This design comes from an exercise in tuning for small area on the open sky130 flow, not from production work.
Only simulation tests tie the RTL to the original design; equivalence was not proved.
No activity file was given, so power comes from the tool's default toggle rates.

==> config.mk <==
export PLATFORM = sky130hd
export DESIGN_NAME = scs_core
export DESIGN_NICKNAME = scs_core
export VERILOG_FILES = /design/flow/design.v
export SDC_FILE = /design/flow/constraint.sdc
export NUM_CORES = 4
export LEC_CHECK = 0
export ABC_AREA = 1
export CAP_MARGIN = 5
export CORE_MARGIN = 2
export CORE_UTILIZATION = 55
export PLACE_DENSITY = 0.7
export SLEW_MARGIN = 5
==> constraint.sdc <==
create_clock -name core_clock -period 13.0 [get_ports {clk}]
set_input_delay 2.6000 -clock core_clock [delete_from_list [all_inputs] [get_ports {clk}]]
set_output_delay 2.6000 -clock core_clock [all_outputs]
set_load 0.01 [all_outputs]
==> design.v <==
module scs_core (
    input  wire        clk,
    input  wire        rst,           
    output wire [15:0] imem_addr,
    input  wire [31:0] imem_rdata,
    input  wire        plen_we,       
    input  wire [15:0] plen_wdata,
    input  wire        start,         
    input  wire        exec_valid,    
    input  wire [31:0] exec_word,
    output wire [1:0]  state,
    output wire [3:0]  cause,
    output wire        busy,
    input  wire [4:0]  dbg_sel,
    output wire [31:0] dbg_data
);
    localparam [1:0] ST_IDLE    = 2'd0;
    localparam [1:0] ST_RUNNING = 2'd1;
    localparam [1:0] ST_HALTED  = 2'd2;
    localparam [1:0] ST_FAULTED = 2'd3;
    localparam [3:0] F_NONE       = 4'd0;
    localparam [3:0] F_ILLEGAL    = 4'd1;
    localparam [3:0] F_INVALID    = 4'd2;
    localparam [3:0] F_INCOMPLETE = 4'd3;
    localparam [3:0] F_ARITY      = 4'd4;
    localparam [3:0] F_UNDERFLOW  = 4'd5;
    localparam [3:0] F_OVERFLOW   = 4'd6;
    localparam [3:0] F_DIVZERO    = 4'd7;
    localparam [3:0] F_JUMPOOB    = 4'd8;
    localparam [3:0] F_NEGSHIFT   = 4'd9;
    localparam [4:0] OP_PUSH = 5'd1,  OP_POP  = 5'd2,  OP_ADD  = 5'd3,  OP_SUB  = 5'd4;
    localparam [4:0] OP_INC  = 5'd5,  OP_DEC  = 5'd6,  OP_IMUL = 5'd7,  OP_IDIV = 5'd8;
    localparam [4:0] OP_AND  = 5'd9,  OP_OR   = 5'd10, OP_XOR  = 5'd11, OP_SHL  = 5'd12;
    localparam [4:0] OP_SHR  = 5'd13, OP_CMP  = 5'd14, OP_JE   = 5'd15, OP_JMA  = 5'd16;
    localparam [4:0] OP_JNE  = 5'd17, OP_SKIP = 5'd18;
    localparam [4:0] A_SP = 5'd8, A_FL = 5'd9, A_PC = 5'd10, A_PLEN = 5'd11,
                     A_ST = 5'd12, A_ZERO = 5'd14;
    localparam [4:0] M_IDLE = 5'd0,  M_START = 5'd1, M_INC  = 5'd2,  M_CHK  = 5'd3,
                     M_EX0  = 5'd4,  M_BIN2  = 5'd5, M_MUL1 = 5'd6,  M_MULL = 5'd7,
                     M_DIV1 = 5'd8,  M_DIV2  = 5'd9, M_DIV3 = 5'd10, M_DIV4 = 5'd11,
                     M_DIV5 = 5'd12, M_DIVL  = 5'd13, M_DIV6 = 5'd14, M_DIVS = 5'd15,
                     M_DIV7 = 5'd16, M_DIV8  = 5'd17, M_SH1  = 5'd18, M_SH2  = 5'd19,
                     M_SHL  = 5'd20, M_J2    = 5'd21, M_JS1  = 5'd22, M_JS2  = 5'd23,
                     M_JS3  = 5'd24, M_J1 = 5'd25;
    localparam [1:0] P_RD = 2'd0, P_SH = 2'd1;
    localparam [1:0] R_SUM = 2'd0, R_AND = 2'd1, R_OR = 2'd2, R_XOR = 2'd3;
    reg [31:0] xr [0:7];      
    reg [31:0] sk [0:15];     
    reg [7:0]  xv;            
    reg [2:0]  off;
    reg [4:0]  sp;            
    reg        z, pf;
    reg [15:0] pc;
    reg [15:0] plen;
    reg [1:0]  st;
    reg [3:0]  cs;
    reg [4:0]  ms;
    reg [5:0]  cnt;
    reg [14:0] ir;            
    reg [31:0] t;
    reg [31:0] u;
    reg        f1, f2;
    assign imem_addr = pc;
    assign state     = st;
    assign cause     = cs;
    assign busy      = (ms != M_IDLE);
    wire [4:0] done_ms = (st == ST_IDLE) ? M_IDLE : M_INC;
    wire [31:0] iw_in = (ms == M_CHK) ? imem_rdata : exec_word;
    wire [4:0]  d_op  = iw_in[4:0];
    wire [2:0]  d_fm  = iw_in[7:5];
    wire [15:0] d_imm = iw_in[31:16];
    wire d_binop = (d_op == OP_ADD) || (d_op == OP_SUB) || (d_op == OP_IMUL) || (d_op == OP_IDIV) ||
                   (d_op == OP_AND) || (d_op == OP_OR)  || (d_op == OP_XOR)  || (d_op == OP_SHL)  ||
                   (d_op == OP_SHR);
    wire d_unop  = (d_op == OP_INC) || (d_op == OP_DEC);
    wire d_jump  = (d_op == OP_JE)  || (d_op == OP_JMA) || (d_op == OP_JNE);
    localparam [2:0] C_EXEC = 3'd0, C_INCOMPLETE = 3'd1, C_ARITY = 3'd2, C_BADLIT = 3'd3, C_ILLEGAL = 3'd4;
    localparam [2:0] FMT_N = 3'd0, FMT_R1 = 3'd1, FMT_R2 = 3'd2, FMT_R3 = 3'd3, FMT_I = 3'd4;
    reg [2:0] cls_t;
    reg [2:0] fmt;
    always @(*) begin
        cls_t = C_ILLEGAL;
        fmt   = FMT_N;
        if (d_fm == 3'd6 || d_fm == 3'd7) begin
            cls_t = C_ILLEGAL;
        end else if (d_op == OP_PUSH || d_jump) begin
            case (d_fm)
                3'd0: cls_t = C_EXEC;
                3'd1: begin cls_t = C_EXEC; fmt = FMT_I; end
                3'd5: cls_t = C_BADLIT;
                default: cls_t = C_ARITY;
            endcase
        end else if (d_op == OP_POP || d_op == OP_SKIP) begin
            case (d_fm)
                3'd0: cls_t = C_EXEC;
                3'd5: cls_t = C_ILLEGAL;
                default: cls_t = C_ARITY;
            endcase
        end else if (d_binop) begin
            case (d_fm)
                3'd0: cls_t = C_EXEC;
                3'd1, 3'd2: cls_t = C_INCOMPLETE;
                3'd3: begin cls_t = C_EXEC; fmt = FMT_R3; end
                3'd4: cls_t = C_ARITY;
                default: cls_t = C_ILLEGAL;
            endcase
        end else if (d_unop) begin
            case (d_fm)
                3'd0: cls_t = C_EXEC;
                3'd1: begin cls_t = C_EXEC; fmt = FMT_R1; end
                3'd5: cls_t = C_ILLEGAL;
                default: cls_t = C_ARITY;
            endcase
        end else if (d_op == OP_CMP) begin
            case (d_fm)
                3'd0: cls_t = C_EXEC;
                3'd1: cls_t = C_INCOMPLETE;
                3'd2: begin cls_t = C_EXEC; fmt = FMT_R2; end
                3'd5: cls_t = C_ILLEGAL;
                default: cls_t = C_ARITY;
            endcase
        end
    end
    reg [31:0] mbz;
    always @(*) begin
        case (fmt)
            FMT_R1:  mbz = 32'hFFFFF800;
            FMT_R2:  mbz = 32'hFFFFC000;
            FMT_R3:  mbz = 32'hFFFE0000;
            FMT_I:   mbz = 32'h0000FF00;
            default: mbz = 32'hFFFFFF00;
        endcase
    end
    wire [2:0] cls = (cls_t == C_ILLEGAL)                          ? C_ILLEGAL :
                     ((iw_in & mbz) != 32'd0)                      ? C_ILLEGAL :
                     (fmt == FMT_I && d_jump && d_imm == 16'd0)    ? C_ILLEGAL :
                     cls_t;
    wire d_sf   = (d_fm == 3'd0);           
    wire sp_emp = sp[4];                    
    wire sp_lt2 = sp[4] | (sp == 5'd0);     
    wire sp_ful = (sp == 5'd15);            
    reg [3:0] dfault;
    always @(*) begin
        dfault = F_NONE;
        case (cls)
            C_ILLEGAL:    dfault = F_ILLEGAL;
            C_INCOMPLETE: dfault = F_INCOMPLETE;
            C_ARITY:      dfault = F_ARITY;
            C_BADLIT:     dfault = F_INVALID;
            default: begin
                if (d_op == OP_PUSH) begin
                    if (sp_ful) dfault = F_OVERFLOW;
                end else if (d_op == OP_POP) begin
                    if (sp_emp) dfault = F_UNDERFLOW;
                end else if (d_binop || d_op == OP_CMP) begin
                    if (d_sf && sp_lt2) dfault = F_UNDERFLOW;
                end else if (d_unop || d_jump) begin
                    if (d_sf && sp_emp) dfault = F_UNDERFLOW;
                end
            end
        endcase
    end
    wire [14:0] ir_in = {iw_in[16:8], d_sf, d_op};
    wire [4:0]  op    = ir[4:0];
    wire        sf    = ir[5];
    wire [2:0]  rs1   = ir[8:6];
    wire [2:0]  rs2   = ir[11:9];
    wire [2:0]  rd    = ir[14:12];
    wire is_binop = (op == OP_ADD) || (op == OP_SUB) || (op == OP_IMUL) || (op == OP_IDIV) ||
                    (op == OP_AND) || (op == OP_OR)  || (op == OP_XOR)  || (op == OP_SHL)  ||
                    (op == OP_SHR);
    wire is_unop  = (op == OP_INC) || (op == OP_DEC);
    wire is_jump  = (op == OP_JE)  || (op == OP_JMA) || (op == OP_JNE);
    wire is_shift = (op == OP_SHL) || (op == OP_SHR);
    wire is_sub   = (op == OP_SUB) || (op == OP_CMP);
    wire jcond = (op == OP_JE) ? z : ~z;
    wire [3:0] spm1 = sp[3:0] - 4'd1;
    wire [3:0] spp1 = sp[3:0] + 4'd1;
    wire [4:0] a_addr = sf ? {1'b1, spm1}    : {2'b00, rs1};    
    wire [4:0] b_addr = sf ? {1'b1, sp[3:0]} : {2'b00, rs2};    
    wire [4:0] d_addr = sf ? {1'b1, spm1}    : {2'b00, rd};     
    wire [4:0] u_addr = sf ? {1'b1, sp[3:0]} : {2'b00, rs1};    
    reg  [4:0]  fra;                                    
    wire [4:0]  ra    = busy ? fra : dbg_sel;
    wire [2:0]  rslot = ra[2:0] + off;
    reg [31:0] rdata;
    integer k;
    always @(*) begin
        rdata = 32'd0;
        for (k = 0; k < 8; k = k + 1)
            rdata = rdata | (xr[k] & {32{(ra[4:3] == 2'b00) && (rslot == k) && xv[k]}});
        for (k = 0; k < 16; k = k + 1)
            rdata = rdata | (sk[k] & {32{ra[4] && (ra[3:0] == k)}});
        rdata = rdata | ({{27{sp[4]}}, sp} & {32{ra == 5'd8}})
                      | ({30'd0, pf, z} & {32{ra == 5'd9}})
                      | ({16'd0, pc} & {32{ra == 5'd10}})
                      | ({16'd0, plen} & {32{ra == 5'd11}})
                      | ({16'd0, 10'd0, cs, st} & {32{ra == 5'd12}});
    end
    assign dbg_data = rdata;
    reg [1:0] pm;
    reg       pbit_en, qen, qinv, cin;
    reg [1:0] rsel;
    wire [31:0] P = (pm == P_SH) ? {rdata[30:0], pbit_en & u[31]} : rdata;
    wire [31:0] Q = ({32{qen}} & t) ^ {32{qinv}};
    wire [32:0] s = {1'b0, P} + {1'b0, Q} + {32'd0, cin};
    wire        cout = s[32];
    wire        zero = (s[31:0] == 32'd0);
    wire        lt   = P[31] ^ Q[31] ^ cout;             
    wire        mh = (rsel != R_AND);
    wire        mg = (rsel == R_AND) || (rsel == R_OR);
    wire [31:0] R  = (rsel == R_SUM) ? s[31:0] :
                     (((P ^ Q) & {32{mh}}) | (P & Q & {32{mg}}));
    reg       we;
    reg [4:0] wa;
    reg       t_ld, u_ld, u_sh;
    wire        t_imm = (ms == M_CHK) || (ms == M_IDLE && exec_valid);
    always @(*) begin
        fra = 5'd0; pm = P_RD; pbit_en = 1'b0; qen = 1'b0; qinv = 1'b0; cin = 1'b0;
        rsel = R_SUM; we = 1'b0; wa = 5'd0; t_ld = 1'b0; u_ld = 1'b0; u_sh = 1'b0;
        case (ms)
            M_START: begin fra = A_PC; t_ld = 1'b1; end
            M_INC:   begin fra = A_PC; cin = 1'b1; we = 1'b1; wa = A_PC; end
            M_CHK:   begin fra = A_PLEN; qen = 1'b1; qinv = 1'b1; cin = 1'b1; end
            M_EX0: begin
                if (op == OP_PUSH) begin
                    fra = sf ? 5'd0 : A_ZERO; qen = ~sf;
                    we = 1'b1; wa = {1'b1, spp1};
                end else if (op == OP_POP) begin
                    fra = {1'b1, sp[3:0]};
                    we = 1'b1; wa = 5'd7;
                end else if (is_unop) begin
                    fra = u_addr; qinv = (op == OP_DEC); cin = (op == OP_INC);
                    we = 1'b1; wa = u_addr;
                end else if (op == OP_IDIV) begin
                    fra = a_addr; t_ld = 1'b1;
                end else if (is_binop || op == OP_CMP) begin
                    fra = b_addr; t_ld = 1'b1;
                end else if (is_jump) begin
                    if (sf) begin
                        fra = A_PC; t_ld = 1'b1;
                    end else begin
                        fra = A_ZERO; qen = 1'b1;
                        we = jcond; wa = A_PC;
                    end
                end
            end
            M_BIN2: begin
                fra = a_addr; qen = 1'b1; qinv = is_sub; cin = is_sub;
                case (op)
                    OP_AND:  rsel = R_AND;
                    OP_OR:   rsel = R_OR;
                    OP_XOR:  rsel = R_XOR;
                    default: rsel = R_SUM;
                endcase
                we = (op != OP_CMP); wa = d_addr;
            end
            M_MUL1: begin fra = a_addr; u_ld = 1'b1; end
            M_MULL: begin
                fra = (cnt == 6'd31) ? A_ZERO : d_addr; pm = P_SH; qen = u[31];
                we = 1'b1; wa = d_addr; u_sh = 1'b1;
            end
            M_DIV1, M_DIV4: begin fra = A_ZERO; qen = 1'b1; qinv = t[31]; cin = t[31]; t_ld = 1'b1; end
            M_DIV2: begin fra = A_ZERO; qen = 1'b1; u_ld = 1'b1; end
            M_DIV3: begin fra = b_addr; t_ld = 1'b1; end
            M_DIV5: begin fra = A_ZERO; we = 1'b1; wa = d_addr; end
            M_DIVL: begin
                fra = d_addr; pm = P_SH; pbit_en = 1'b1; qen = 1'b1;
                qinv = ~rdata[31]; cin = ~rdata[31];
                we = 1'b1; wa = d_addr; u_sh = 1'b1;
            end
            M_DIV6: begin fra = d_addr; qen = rdata[31]; end
            M_DIVS: begin
                fra = d_addr; pm = P_SH; pbit_en = 1'b1;
                we = 1'b1; wa = d_addr; u_sh = 1'b1;
            end
            M_DIV7: begin fra = d_addr; t_ld = 1'b1; end
            M_DIV8: begin
                fra = A_ZERO; qen = 1'b1; qinv = f1; cin = f1 & ~f2;
                we = 1'b1; wa = d_addr;
            end
            M_SH1: begin
                fra = a_addr;
                if (op == OP_SHL) begin we = 1'b1; wa = d_addr; end
                else u_ld = 1'b1;
            end
            M_SH2: begin fra = A_ZERO; qinv = u[31]; we = 1'b1; wa = d_addr; u_sh = 1'b1; end
            M_SHL: begin
                fra = d_addr; pm = P_SH; pbit_en = (op == OP_SHR);
                we = (cnt != 6'd0); wa = d_addr; u_sh = 1'b1;
            end
            M_J1, M_J2:  begin fra = A_PC; qinv = 1'b1; we = 1'b1; wa = A_PC; end
            M_JS1: begin fra = {1'b1, sp[3:0]}; qen = 1'b1; t_ld = 1'b1; end
            M_JS2: begin fra = A_PLEN; qen = 1'b1; qinv = 1'b1; cin = 1'b1; end
            M_JS3: begin fra = A_ZERO; qen = 1'b1; we = 1'b1; wa = A_PC; end
            default: ;
        endcase
    end
    wire       we_x  = we && (wa[4:3] == 2'b00);
    wire       we_s  = we && wa[4];
    wire [2:0] wslot = wa[2:0] + off;
    always @(posedge clk) begin
        if (we_s) sk[wa[3:0]] <= R;
        if (we_x) xr[wslot] <= R;
    end
    wire       sh_big = (rdata[30:5] != 26'd0);
    wire [5:0] sh_n   = (op == OP_SHL) ? (sh_big ? 6'd32 : {1'b0, rdata[4:0]})
                                       : (sh_big ? 6'd0  : {1'b0, ~rdata[4:0]});
    always @(posedge clk) begin
        if (t_imm) t <= {{16{iw_in[31]}}, iw_in[31:16]};
        else if (t_ld) t <= R;
        if (u_ld) u <= R;
        else if (u_sh) u <= {u[30:0], ~s[31]};
        if (rst) begin
            xv   <= 8'd0;
            off  <= 3'd0;
            sp   <= 5'h1f;
            z    <= 1'b0;
            pf   <= 1'b0;
            pc   <= 16'd0;
            plen <= 16'd0;
            st   <= ST_IDLE;
            cs   <= F_NONE;
            ms   <= M_IDLE;
        end else begin
            if (we && wa == A_PC) pc <= R[15:0];
            if (we_x) xv[wslot] <= 1'b1;
            case (ms)
                M_IDLE: begin
                    if (st == ST_IDLE) begin
                        if (plen_we) begin
                            plen <= plen_wdata;
                        end else if (start) begin
                            st <= ST_RUNNING;
                            ms <= M_START;
                        end else if (exec_valid) begin
                            if (dfault != F_NONE) begin
                                st <= ST_FAULTED; cs <= dfault;
                            end else begin
                                ir <= ir_in;
                                ms <= M_EX0;
                            end
                        end
                    end
                end
                M_START: ms <= M_CHK;
                M_INC:   ms <= M_START;
                M_CHK: begin
                    if (!cout || zero) begin
                        st <= ST_HALTED;
                        ms <= M_IDLE;
                    end else if (dfault != F_NONE) begin
                        st <= ST_FAULTED; cs <= dfault; ms <= M_IDLE;
                    end else begin
                        ir <= ir_in;
                        ms <= M_EX0;
                    end
                end
                M_EX0: begin
                    if (op == OP_PUSH) begin
                        sp <= sp + 5'd1;
                        if (sf) begin
                            off     <= off + 3'd1;
                            xv[off] <= 1'b0;
                        end
                        ms <= done_ms;
                    end else if (op == OP_POP) begin
                        sp  <= sp - 5'd1;
                        off <= off - 3'd1;
                        ms <= done_ms;
                    end else if (op == OP_IMUL) begin
                        ms <= M_MUL1;
                    end else if (op == OP_IDIV) begin
                        f1 <= rdata[31];
                        ms <= M_DIV1;
                    end else if (is_shift) begin
                        if (rdata[31]) begin
                            st <= ST_FAULTED; cs <= F_NEGSHIFT; ms <= M_IDLE;
                        end else begin
                            cnt <= sh_n;
                            ms  <= M_SH1;
                        end
                    end else if (is_binop || op == OP_CMP) begin
                        ms <= M_BIN2;
                    end else if (is_jump) begin
                        if (sf)          ms <= M_JS1;
                        else if (jcond)  ms <= M_J1;
                        else begin ms <= done_ms; end
                    end else begin
                        ms <= done_ms;
                    end
                end
                M_BIN2: begin
                    if (op == OP_CMP) begin
                        z  <= zero;
                        pf <= ~lt & ~zero;
                    end else if (sf) begin
                        sp <= sp - 5'd1;
                    end
                    ms <= done_ms;
                end
                M_MUL1: begin cnt <= 6'd31; ms <= M_MULL; end
                M_MULL: begin
                    cnt <= cnt - 6'd1;
                    if (cnt == 6'd0) begin
                        if (sf) sp <= sp - 5'd1;
                        ms <= done_ms;
                    end
                end
                M_DIV1: ms <= M_DIV2;
                M_DIV2: ms <= M_DIV3;
                M_DIV3: begin
                    if (zero) begin
                        st <= ST_FAULTED; cs <= F_DIVZERO; ms <= M_IDLE;
                    end else begin
                        f1 <= f1 ^ rdata[31];
                        ms <= M_DIV4;
                    end
                end
                M_DIV4: ms <= M_DIV5;
                M_DIV5: begin cnt <= 6'd31; ms <= M_DIVL; end
                M_DIVL: begin
                    cnt <= cnt - 6'd1;
                    if (cnt == 6'd0) ms <= M_DIV6;
                end
                M_DIV6: begin f2 <= ~zero; cnt <= 6'd31; ms <= M_DIVS; end
                M_DIVS: begin
                    cnt <= cnt - 6'd1;
                    if (cnt == 6'd0) ms <= M_DIV7;
                end
                M_DIV7: ms <= M_DIV8;
                M_DIV8: begin
                    if (sf) sp <= sp - 5'd1;
                    ms <= done_ms;
                end
                M_SH1: ms <= (op == OP_SHL) ? M_SHL : M_SH2;
                M_SH2: ms <= M_SHL;
                M_SHL: begin
                    if (cnt == 6'd0) begin
                        if (sf) sp <= sp - 5'd1;
                        ms <= done_ms;
                    end else begin
                        cnt <= cnt - 6'd1;
                    end
                end
                M_J1: ms <= M_J2;
                M_J2: begin ms <= done_ms; end
                M_JS1: begin f1 <= rdata[31] & ~cout; ms <= M_JS2; end
                M_JS2: begin
                    if (f1 || !cout || zero) begin
                        st <= ST_FAULTED; cs <= F_JUMPOOB; ms <= M_IDLE;
                    end else begin
                        sp <= sp - 5'd1;
                        if (jcond) ms <= M_JS3;
                        else begin ms <= done_ms; end
                    end
                end
                M_JS3: begin ms <= done_ms; end
                default: ms <= M_IDLE;
            endcase
        end
    end
endmodule
==> flow/run.sh <==
#!/bin/bash
# Own layout flow: the standard synthesis, then an area-oriented re-mapping
# of the combinational logic with ABC (flip-flops are left untouched: same
# instances, names and cell types), then the standard layout steps.
# Each tool's output goes to a flow_*.log file in the work folder.
set -euo pipefail
cd "$(dirname "$0")/.."
WORK=$(pwd)
FLOW_HOME=${FLOW_HOME:-/OpenROAD-flow-scripts/flow}
YOSYS=$FLOW_HOME/../tools/install/yosys/bin/yosys
[[ -x $YOSYS ]] || YOSYS=yosys
RES=$WORK/orfs/results/sky130hd/scs_core/base

# 1. standard synthesis
bash standard.sh synth > $WORK/flow_synth.log 2>&1

# 2. re-map the combinational logic
cp $RES/1_2_yosys.v $WORK/std_1_2_yosys.v
LIB=$FLOW_HOME/platforms/sky130hd/lib/sky130_fd_sc_hd__tt_025C_1v80.lib
DU=$(grep -o 'sky130_fd_sc_hd__lpflow[a-z0-9_]*\|sky130_fd_sc_hd__probe[a-z0-9_]*' $FLOW_HOME/platforms/sky130hd/config.mk | sed 's/^/-dont_use /' | tr '\n' ' ')
cat > $WORK/remap.ys <<EOS
read_liberty -ignore_miss_func $LIB
blackbox sky130_fd_sc_hd__edfxtp_1 sky130_fd_sc_hd__dfxtp_1 sky130_fd_sc_hd__dfrtp_1 sky130_fd_sc_hd__dfstp_1 sky130_fd_sc_hd__conb_1
read_verilog $WORK/std_1_2_yosys.v
hierarchy -top scs_core
flatten
opt_clean -purge
abc -liberty $LIB $DU -script "+strash;&get -n;&fraig -x;&put;scorr;dc2;dretime;strash;dc2;&get -n;&dch -f;&nf -R 2000 -a;&put"
opt_clean -purge
hilomap -singleton -hicell sky130_fd_sc_hd__conb_1 HI -locell sky130_fd_sc_hd__conb_1 LO
insbuf -buf sky130_fd_sc_hd__buf_4 A X
opt_clean -purge
tee -o $WORK/remap_check.txt check
tee -o $WORK/remap_stat.txt stat -liberty $LIB
write_verilog -noattr -nohex -nodec $WORK/remap_1_2_yosys.v
EOS
$YOSYS -s $WORK/remap.ys > $WORK/flow_remap.log 2>&1

# same flip-flop instances, by name and cell type, as the standard synthesis
ffs() { grep -oE '^\s*sky130_fd_sc_hd__(edfxtp|dfxtp|dfrtp|dfstp)_[0-9]+ \S+' "$1" | awk '{print $1, $2}' | sort; }
if ! diff <(ffs $WORK/std_1_2_yosys.v) <(ffs $WORK/remap_1_2_yosys.v) > $WORK/flow_ffdiff.log; then
  echo "flip-flops differ after re-mapping" >&2; exit 1
fi

cp $WORK/remap_1_2_yosys.v $RES/1_2_yosys.v
rm -f $RES/1_synth.odb $RES/1_synth.sdc

# 3. standard layout, with smaller port buffers and a clock tree built from
#    larger sink clusters without dummy loads
export BUFFER_PORTS_ARGS="-buffer_cell sky130_fd_sc_hd__buf_1"
export CTS_ARGS="-sink_clustering_enable -repair_clock_nets -dont_use_dummy_load -sink_clustering_size 30 -sink_clustering_max_diameter 100"
export REMOVE_ABC_BUFFERS=1
bash standard.sh finish > $WORK/flow_layout.log 2>&1
==> standard.sh <==
#!/bin/bash
# synth_recipe.tcl (not shown) runs the flow's synth.tcl, then flattens the netlist and writes it again
# the make line also repeats each setting of config.mk as NAME=value (left out here)
make -C /OpenROAD-flow-scripts/flow DESIGN_CONFIG=/design/flow/config.mk WORK_HOME=/design/flow/orfs CLKGATE_MAP_FILE= SYNTH_SCRIPT=/design/flow/synth_recipe.tcl "${@:-finish}"
==> impl_results.md <==
- Status: no timing/DRC/antenna violations
- First-pass GRT wire length: 184000 um
- CTS tree: yes
- WL final: 129000 um
- Clk pin slew, worst setup/hold paths: 0.11 ns
- Vias in the first global route: 26600
- Post-DRT Antenna Nets: 0
- Core area: 68700 um^2
- Maxcap violations: 0
- # rows: 96
- Die extent in y: 268 um
- Synth Instances: 2845
- HP Class: flop to flop
- Hold wc startpoint: plen[7]
- Tmin final: 12.51 ns
- CTS Hold Bufs: 0
- RR Startpoint: ms[3]
- Peak supply drop: 189 uV
- CTS Buf Count: 37
- Largest stage delay on the critical path: 0.54 ns
- Yosys warning total: 1
- Max Fanout on Critical Path: 18
- CP most frequent cell: nand3_1
- Mapped cell area: 38300 um^2
- Via count: 28200
- Initial antenna violation count: 3
- Routability Congestion: 0.978
- Detail Placement HPWL: 82400 um
- Final worst path period share: 96.3%
- Final Skew: 0.0764 ns
- DR WL/cell: 31.7 um
- # DRC: 0
- Buffers on Ports: 144
- Total Nets Final: 3234
- Pwr/cell area: 241 nW/um^2
- Max Slew Vio Count: 0
- GRT overflow: 0
- Layout cell share with drive strength beyond 1: 8.21%
- Crit start category: input port
- Die area: 71700 um^2
- Final Hold Vio Count: 0
- Skew-Pair Late Insertion Delay: 0.62 ns
- Initial core utilization: 55.7%
- DR pass1 iterations: 8
- Crit path kind: input port to flop
- Worst Tran Pin Value: 1.33 ns
- Post-route setup TNS: 0 ns
- Ports: 145
- Max H-tree Level: 2
- Max-slew headroom: 11.0%
- Vias per cell: 6.92
- Buffer depth of the longest clock path: 3
- Leak Pwr: 13.5 nW
- CP Capture Type: flop
- Worst Setup SP: dbg_sel[1]
- CP max stage cell: nor3_1
- P&R area growth vs syn: 10.5%
- Setup Buffers After CTS: 0
- Setup violations, final: 0
- Root buf cell: clkbuf_16
- Data required, critical path: 13.45 ns
- Total Routing Usage GR: 35.8%
- Largest net degree at the start of global routing: 58
- Sink Count: 916
- Die width: 268 um
- CP arrival: 12.96 ns
- Max Freq: 79.9 MHz
- Syn_area_per_cell: 13.5 um^2
- 1st-iter DRT viols: 4542
- Total Power: 10.2 mW
[metal layers]
| layer | track usage, % | routed length, um |
|---|---|---|
| met2 | 56.7 | 59300 |
| met3 | 7.54 | 18000 |
| met4 | 13.9 | 5810 |
| met1 | 48.9 | 46200 |
| met5 | 0 | 26 |
[final timing paths]
path	to	slack, ns	cells past startpoint
worst min register to register	plen[7]	0.47	2
worst min-delay path	plen[7]	0.47	2
worst max-delay path	cs[2]	0.49	58
worst max register to register	cs[2]	0.71	60
[sequential cells by signal, indices dropped and copies added (netlist names), 2 cells and up]
register	flops
st	2
sk	512
xv	8
ms	5
plen	16
pc	16
xr	256
t	32
ir	15
cs	4
u	32
off	3
sp	5
cnt	6
[timing repair]
item,CTS,global route
resized for setup,0,17
setup endpoints to repair,0,55
endpoints found under the hold margin,0,0
[layout make-up]
type	count	area [um^2]
antenna	2	5.00
tap	931	1160
multi-input combinational	1831	11400
sequential	916	26900
inverter	76	285
fill	5324	26400
timing repair buffer	282	1620
clock buffer	37	926
[worst max-delay path, delay by kind of cell]
family,cells,cell delay (ns)
simple gates,30,5.40
mux,1,0.14
fa+ha+maj,1,0.40
compound gates,19,3.20
buf+inv,6,1.04
xor+xnor,1,0.15
[where the power goes]
part	total [mW]	internal [mW]	switching (mW)	leakage (nW)
sequential	4.64	4.55	0.0864	8.32
combinational	4.21	1.00	3.21	4.72
clock	1.36	0.516	0.840	0.456
[through the flow]
step	instance area, um^2	setup WS, ns	utilization (%)	hold WS, ns	cells
2_1_floorplan	38100	-1.33	-	0.428	2823
3_3_place_gp	41300	-0.0388	60.1	0.447	4036
3_5_place_dp	41300	-0.205	60.1	0.452	4036
4_1_cts	42200	0.309	61.5	0.469	4073
5_1_grt	42300	-0.0745	61.6	0.484	4073
6_report	42300	0.485	61.6	0.472	4075
[placed cells by master (no fill, tap or decap), drive strengths merged, types with 8 or more instances in the layout]
cell / instances
nand2: 369
a22oi: 76
xnor2: 42
buf: 281
a22o: 17
xor2: 50
or3: 14
nand2b: 32
o22ai: 28
edfxtp: 855
a211oi: 29
and2: 14
nand3: 65
dfxtp: 61
o211ai: 14
and3: 19
mux2i: 34
nor3: 74
a222oi: 155
a2111oi: 8
nor2b: 18
o22a: 8
o221ai: 11
or2: 14
o21a: 10
clkinv: 76
a221oi: 38
clkbuf: 38
a31oi: 17
a21oi: 120
mux2: 20
o21ai: 116
nor2: 271
nand4: 73
nor4: 11

re-timing with driven ports:
The flow's constraints put no driver on any port. The routed layout listed below was extracted and timed again, unchanged, in two steps. Step 1 sets driving cells, clkbuf_16 on the clock port and buf_2 on the other inputs (assumed; they add their load-dependent delay and slew). Step 2, shift: input delay + t, output delay - t, t = (earliest + latest rising clock arrival at the registers) / 2. This alone moves slack from input paths to output paths. Slacks: ideal / step 1 / step 2; pairs: ideal / step 1.
shift t [ns]: 0.649
setup WS [ns]: 0.485 / 0.526 / -0.123
hold WS [ns]: 0.472 / 0.472 / 0.472
worst register clock-pin slew, ns: 0.11 / 0.11
pins driven straight from the clock port: 1
With both steps, setup timing fails in this run, where it was met with ideal ports. For this run, drivers alone change the setup slack by +0.041 ns; drivers and shift together by -0.608 ns.
